What follows belongs to an exercise in optimizing a design on an open flow for small area, a short achievable clock period and few clock cycles; a production flow would make more cautious choices. Power and IR drop assume default switching activity.

==> flow/design.v <==
module evsub_tga (
    input  wire        clk,
    input  wire        rst_n,       
    input  wire        tirq,        
    input  wire        sf_valid,    
    output wire        sf_ready,    
    input  wire [73:0] sf_data,     
    input  wire        sf_err,      
    output wire        ev_valid,    
    input  wire        ev_ready,    
    output wire [39:0] ev_data,     
    output wire        halted       
);
    localparam [2:0] K_PPRESS = 3'd0;
    localparam [2:0] K_PMOVE  = 3'd1;
    localparam [2:0] K_PREL   = 3'd2;
    localparam [2:0] K_PEXIT  = 3'd3;
    localparam [2:0] K_KPRESS = 3'd4;
    localparam [2:0] K_KREL   = 3'd5;
    function [1:0] keyzone;
        input [15:0] x;
        begin
            if (x < 16'd107)      keyzone = 2'd0;
            else if (x < 16'd214) keyzone = 2'd1;
            else if (x < 16'd320) keyzone = 2'd2;
            else                  keyzone = 2'd3;
        end
    endfunction
    reg tirq_q;
    reg tirq_pend;
    reg in_sess;
    reg halt_r;
    wire tirq_fall = tirq_q & ~tirq;
    wire start     = ~in_sess & ~halt_r & (tirq_pend | tirq_fall);
    reg        hv, tv;
    reg [1:0]  hn, tn;              
    reg [32:0] hp0, hp1, tp0, tp1;  
    assign sf_ready = in_sess & ~tv;
    wire take     = sf_valid & sf_ready;
    wire take_ok  = take & ~sf_err;
    wire [1:0]  in_n  = sf_data[73:72];
    wire [32:0] in_p0 = sf_data[68:36];
    wire [32:0] in_p1 = sf_data[32:0];
    always @(posedge clk) begin
        tirq_q <= tirq;
        if (!rst_n) begin
            tirq_pend <= 1'b0;
            in_sess   <= 1'b0;
            halt_r    <= 1'b0;
        end else begin
            tirq_pend <= start ? (tirq_pend & tirq_fall) : (tirq_pend | tirq_fall);
            if (take) begin
                if (sf_err) begin
                    halt_r  <= 1'b1;
                    in_sess <= 1'b0;
                end else if (in_n == 2'd0) begin
                    in_sess <= 1'b0;
                end
            end else if (start) begin
                in_sess <= 1'b1;
            end
        end
    end
    assign halted = halt_r;
    reg  [1:0]  active;
    reg         ptr_valid;
    reg         ptr_id;
    reg  [31:0] last0, last1;       
    reg  [5:0]  done;               
    reg         outv;
    reg  [2:0]  o_kind;
    reg  [1:0]  o_key;
    reg  [31:0] o_xy;
    reg         o_show;
    assign ev_valid = outv;
    assign ev_data  = {2'b00, o_kind, o_key, 1'b0, o_xy & {32{o_show}}};
    wire        v0  = hn[1] | hn[0];
    wire        v1  = hn[1];
    wire        id0 = hp0[32];
    wire        id1 = hp1[32];
    wire [31:0] xy0 = hp0[31:0];
    wire [31:0] xy1 = hp1[31:0];
    wire gy0 = (hp0[15:8] == 8'd0) & (hp0[7:4] != 4'hF);    
    wire gy1 = (hp1[15:8] == 8'd0) & (hp1[7:4] != 4'hF);
    wire [1:0] kz0 = keyzone(hp0[31:16]);
    wire [1:0] kz1 = keyzone(hp1[31:16]);
    wire [1:0] kzl0 = keyzone(last0[31:16]);
    wire [1:0] kzl1 = keyzone(last1[31:16]);
    wire eqA0 = (xy0 == last0);
    wire eqA1 = (xy0 == last1);
    wire eqB0 = (xy1 == last0);
    wire eqB1 = (xy1 == last1);
    wire eq01 = (xy0 == xy1);
    wire eqL0 = id0 ? eqA1 : eqA0;      
    wire eqL1 = id1 ? eqB1 : eqB0;      
    wire same = (id0 == id1);
    wire G0 = v0 & gy0;
    wire G1 = v1 & gy1;
    wire B0 = v0 & ~gy0 & (kz0 != 2'd3);
    wire B1 = v1 & ~gy1 & (kz1 != 2'd3);
    wire act_id0 = id0 ? active[1] : active[0];
    wire act_id1 = id1 ? active[1] : active[0];
    wire set0  = G0 & ~ptr_valid & ~act_id0;
    wire pv1   = ptr_valid | set0;
    wire pid1  = set0 ? id0 : ptr_id;
    wire c_g0  = G0 & pv1 & (pid1 == id0);
    wire e_g0  = c_g0 & ~eqL0;
    wire set1  = G1 & ~pv1 & ~act_id1;
    wire pv2   = pv1 | set1;
    wire pid2  = set1 ? id1 : pid1;
    wire c_g1  = G1 & pv2 & (pid2 == id1);
    wire sg    = c_g0 & same;
    wire eq1   = (sg & ~eqL0) ? eq01 : eqL1;
    wire e_g1  = c_g1 & ~eq1;
    wire act1_id1 = act_id1 | (sg & ~eqL0);
    wire ptr_id0 = pv2 & (pid2 == id0);
    wire ptr_id1 = pv2 & (pid2 == id1);
    wire e_b0  = B0 & ~ptr_id0 & ~act_id0;
    wire e_b1  = B1 & ~ptr_id1 & ~act_id1 & ~(e_b0 & same);
    wire [1:0] proc = {(v0 & id0) | (v1 & id1), (v0 & ~id0) | (v1 & ~id1)};
    wire r0  = active[0] & ~proc[0];
    wire r1  = active[1] & ~proc[1];
    wire rp0 = r0 & pv2 & ~pid2;
    wire rp1 = r1 & pv2 & pid2;
    wire w0 = e_g0 | e_b0;
    wire w1 = e_g1 | e_b1;
    wire [1:0] act_n = proc & (active | {w0 & id0, w0 & ~id0} | {w1 & id1, w1 & ~id1});
    wire [5:0] f   = {r1, r0, e_b1, e_b0, e_g1, e_g0};
    wire [5:0] rem = f & ~done;
    wire [5:0] sel = rem & ~{rem[4:0], 1'b0} & ~{rem[3:0], 2'b0} & ~{rem[2:0], 3'b0}
                         & ~{rem[1:0], 4'b0} & ~{rem[0], 5'b0};
    wire [2:0] n_kind = (sel[0] ? {2'b00, act_id0}  : 3'd0)
                      | (sel[1] ? {2'b00, act1_id1} : 3'd0)
                      | ((sel[2] | sel[3]) ? K_KPRESS : 3'd0)
                      | (sel[4] ? (rp0 ? K_PREL : K_KREL) : 3'd0)
                      | (sel[5] ? (rp1 ? K_PREL : K_KREL) : 3'd0);
    wire [1:0] n_key  = (sel[2] ? kz0 : 2'd0)
                      | (sel[3] ? kz1 : 2'd0)
                      | ((sel[4] & ~rp0) ? kzl0 : 2'd0)
                      | ((sel[5] & ~rp1) ? kzl1 : 2'd0);
    wire n_show = sel[0] | sel[1] | (sel[4] & rp0) | (sel[5] & rp1);
    wire none   = (rem == 6'd0);
    wire lastev = ((rem & ~sel) == 6'd0);
    wire o_rel  = o_show & (o_kind == K_PREL);
    wire load   = ~outv | (ev_ready & ~o_rel);
    wire pop    = hv & (none | (load & lastev));
    wire       pv_n  = pv2 & ~(rp0 | rp1);
    wire w1_0 = w1 & ~id1;
    wire w1_1 = w1 &  id1;
    wire w0_0 = w0 & ~id0;
    wire w0_1 = w0 &  id0;
    always @(posedge clk) begin
        if (!rst_n) begin
            hv        <= 1'b0;
            tv        <= 1'b0;
            outv      <= 1'b0;
            done      <= 6'd0;
            active    <= 2'b00;
            ptr_valid <= 1'b0;
            ptr_id    <= 1'b0;
            last0     <= 32'hFFFFFFFF;
            last1     <= 32'hFFFFFFFF;
        end else begin
            if (~hv | pop) begin
                hv <= tv | take_ok;
                if (tv) begin
                    hn <= tn; hp0 <= tp0; hp1 <= tp1;
                end else begin
                    hn <= in_n; hp0 <= in_p0; hp1 <= in_p1;
                end
            end
            if (tv)
                tv <= ~(~hv | pop);
            else
                tv <= take_ok & hv & ~pop;
            if (take) begin
                tn <= in_n; tp0 <= in_p0; tp1 <= in_p1;
            end
            if (hv & ~none & load) begin
                outv   <= 1'b1;
                o_kind <= n_kind;
                o_key  <= n_key;
                o_show <= n_show;
                if (sel[0]) o_xy <= xy0;
                else if (sel[1]) o_xy <= xy1;
            end else if (ev_ready) begin
                if (o_rel) begin
                    o_kind <= K_PEXIT;
                    o_show <= 1'b0;
                end else begin
                    outv <= 1'b0;
                end
            end
            if (pop) begin
                done <= 6'd0;
                if (hn == 2'd0) begin
                    active    <= 2'b00;
                    ptr_valid <= 1'b0;
                    ptr_id    <= 1'b0;
                    last0     <= 32'hFFFFFFFF;
                    last1     <= 32'hFFFFFFFF;
                end else begin
                    active    <= act_n;
                    ptr_valid <= pv_n;
                    ptr_id    <= pid2;
                    if (w1_0) last0 <= xy1; else if (w0_0) last0 <= xy0;
                    if (w1_1) last1 <= xy1; else if (w0_1) last1 <= xy0;
                end
            end else if (hv & load) begin
                done <= done | sel;
            end
        end
    end
endmodule
==> flow/config.mk <==
export PLATFORM = sky130hd
export DESIGN_NAME = evsub_tga
export DESIGN_NICKNAME = evsub_tga
export VERILOG_FILES = /design/flow/design.v
export SDC_FILE = /design/flow/constraint.sdc
export NUM_CORES = 4
export LEC_CHECK = 0
export ABC_CLOCK_PERIOD_IN_PS = 4000
export CAP_MARGIN = 40
export CORE_MARGIN = 2
export CORE_UTILIZATION = 40
export SETUP_SLACK_MARGIN = 5
export SLEW_MARGIN = 40
==> flow/constraint.sdc <==
create_clock -name core_clock -period 11.0 [get_ports {clk}]
set_input_delay 2.2000 -clock core_clock [delete_from_list [all_inputs] [get_ports {clk}]]
set_output_delay 2.2000 -clock core_clock [all_outputs]
set_load 0.01 [all_outputs]
run.sh (not shown) runs the stock make flow with config.mk's settings and CLKGATE_MAP_FILE= SYNTH_SCRIPT=/design/flow/synth_recipe.tcl, a recipe that flattens the netlist after the stock synthesis.
Change:
--- a/flow/design.v
+++ b/flow/design.v
@@ -90,42 +90,35 @@
     wire eqA1 = (xy0 == last1);
     wire eqB0 = (xy1 == last0);
     wire eqB1 = (xy1 == last1);
     wire eq01 = (xy0 == xy1);
-    wire eqL0 = id0 ? eqA1 : eqA0;      
-    wire eqL1 = id1 ? eqB1 : eqB0;      
     wire same = (id0 == id1);
     wire G0 = v0 & gy0;
     wire G1 = v1 & gy1;
-    wire B0 = v0 & ~gy0 & (kz0 != 2'd3);
-    wire B1 = v1 & ~gy1 & (kz1 != 2'd3);
+    wire B0 = v0 & ~gy0;
+    wire B1 = v1 & ~gy1;
     wire act_id0 = id0 ? active[1] : active[0];
     wire act_id1 = id1 ? active[1] : active[0];
     wire set0  = G0 & ~ptr_valid & ~act_id0;
     wire pv1   = ptr_valid | set0;
     wire pid1  = set0 ? id0 : ptr_id;
-    wire c_g0  = G0 & pv1 & (pid1 == id0);
-    wire e_g0  = c_g0 & ~eqL0;
-    wire set1  = G1 & ~pv1 & ~act_id1;
+    wire e_g0  = G0 & pv1 & (pid1 == id0) & ~(id0 ? eqA1 : eqA0);
+    wire act1_id1 = act_id1 | (e_g0 & same);
+    wire set1  = G1 & ~pv1 & ~act1_id1;
     wire pv2   = pv1 | set1;
     wire pid2  = set1 ? id1 : pid1;
-    wire c_g1  = G1 & pv2 & (pid2 == id1);
-    wire sg    = c_g0 & same;
-    wire eq1   = (sg & ~eqL0) ? eq01 : eqL1;
-    wire e_g1  = c_g1 & ~eq1;
-    wire act1_id1 = act_id1 | (sg & ~eqL0);
-    wire ptr_id0 = pv2 & (pid2 == id0);
-    wire ptr_id1 = pv2 & (pid2 == id1);
-    wire e_b0  = B0 & ~ptr_id0 & ~act_id0;
-    wire e_b1  = B1 & ~ptr_id1 & ~act_id1 & ~(e_b0 & same);
+    wire eq1   = (e_g0 & same) ? eq01 : (id1 ? eqB1 : eqB0);
+    wire e_g1  = G1 & pv2 & (pid2 == id1) & ~eq1;
+    wire [1:0] act2 = active | {e_g0 & id0, e_g0 & ~id0} | {e_g1 & id1, e_g1 & ~id1};
+    wire e_b0  = B0 & ~(pv2 & (pid2 == id0)) & ~(id0 ? act2[1] : act2[0]) & (kz0 != 2'd3);
+    wire [1:0] act3 = act2 | {e_b0 & id0, e_b0 & ~id0};
+    wire e_b1  = B1 & ~(pv2 & (pid2 == id1)) & ~(id1 ? act3[1] : act3[0]) & (kz1 != 2'd3);
+    wire [1:0] act4 = act3 | {e_b1 & id1, e_b1 & ~id1};
     wire [1:0] proc = {(v0 & id0) | (v1 & id1), (v0 & ~id0) | (v1 & ~id1)};
     wire r0  = active[0] & ~proc[0];
     wire r1  = active[1] & ~proc[1];
     wire rp0 = r0 & pv2 & ~pid2;
     wire rp1 = r1 & pv2 & pid2;
-    wire w0 = e_g0 | e_b0;
-    wire w1 = e_g1 | e_b1;
-    wire [1:0] act_n = proc & (active | {w0 & id0, w0 & ~id0} | {w1 & id1, w1 & ~id1});
     wire [5:0] f   = {r1, r0, e_b1, e_b0, e_g1, e_g0};
     wire [5:0] rem = f & ~done;
     wire [5:0] sel = rem & ~{rem[4:0], 1'b0} & ~{rem[3:0], 2'b0} & ~{rem[2:0], 3'b0}
                          & ~{rem[1:0], 4'b0} & ~{rem[0], 5'b0};
@@ -143,13 +136,14 @@
     wire lastev = ((rem & ~sel) == 6'd0);
     wire o_rel  = o_show & (o_kind == K_PREL);
     wire load   = ~outv | (ev_ready & ~o_rel);
     wire pop    = hv & (none | (load & lastev));
+    wire [1:0] act_n = act4 & proc;
     wire       pv_n  = pv2 & ~(rp0 | rp1);
-    wire w1_0 = w1 & ~id1;
-    wire w1_1 = w1 &  id1;
-    wire w0_0 = w0 & ~id0;
-    wire w0_1 = w0 &  id0;
+    wire w1_0 = (e_g1 | e_b1) & ~id1;
+    wire w1_1 = (e_g1 | e_b1) &  id1;
+    wire w0_0 = (e_g0 | e_b0) & ~id0;
+    wire w0_1 = (e_g0 | e_b0) &  id0;
     always @(posedge clk) begin
         if (!rst_n) begin
             hv        <= 1'b0;
             tv        <= 1'b0;
Result:
- The new run finished clean
- design area goes down by 5.9%
- synthesized area goes down by 7.8%
- total power goes up by 2.7%
- non-clock buffer count goes down by 9
- cell count goes down by 14%
No functional check of the RTL was part of any run of this note.

[re-timing with driven ports]
No port has a modelled driver above. Below, the same layouts with a new extraction and two added sets of constraints.
Step 1 (the two cells are an assumption about what drives the block):
set clk [get_ports {clk}]
set_driving_cell -lib_cell sky130_fd_sc_hd__clkbuf_16 $clk
set_driving_cell -lib_cell sky130_fd_sc_hd__buf_2 [delete_from_list [all_inputs] $clk]
Step 2 times the ports against the registers' clock, not the clock port: input delays grow and output delays shrink by t, the midpoint of the rising clock arrivals with the driver on.
Slacks: ideal / step 1 / step 2; pairs: ideal / step 1.
run | t (ns) | setup slack, ns | hold WS [ns] | worst setup path after step 2 | slew at the worst register clock pin (ns)
the first run | 0.604 | 5.293 / 5.293 / 5.293 | 0.497 / 0.497 / 0.497 | register to register | 0.07 / 0.07
the second run | 0.610 | 5.310 / 5.310 / 5.310 | 0.478 / 0.478 / 0.478 | register to register | 0.06 / 0.06
After both steps setup and hold are still met in every run listed.
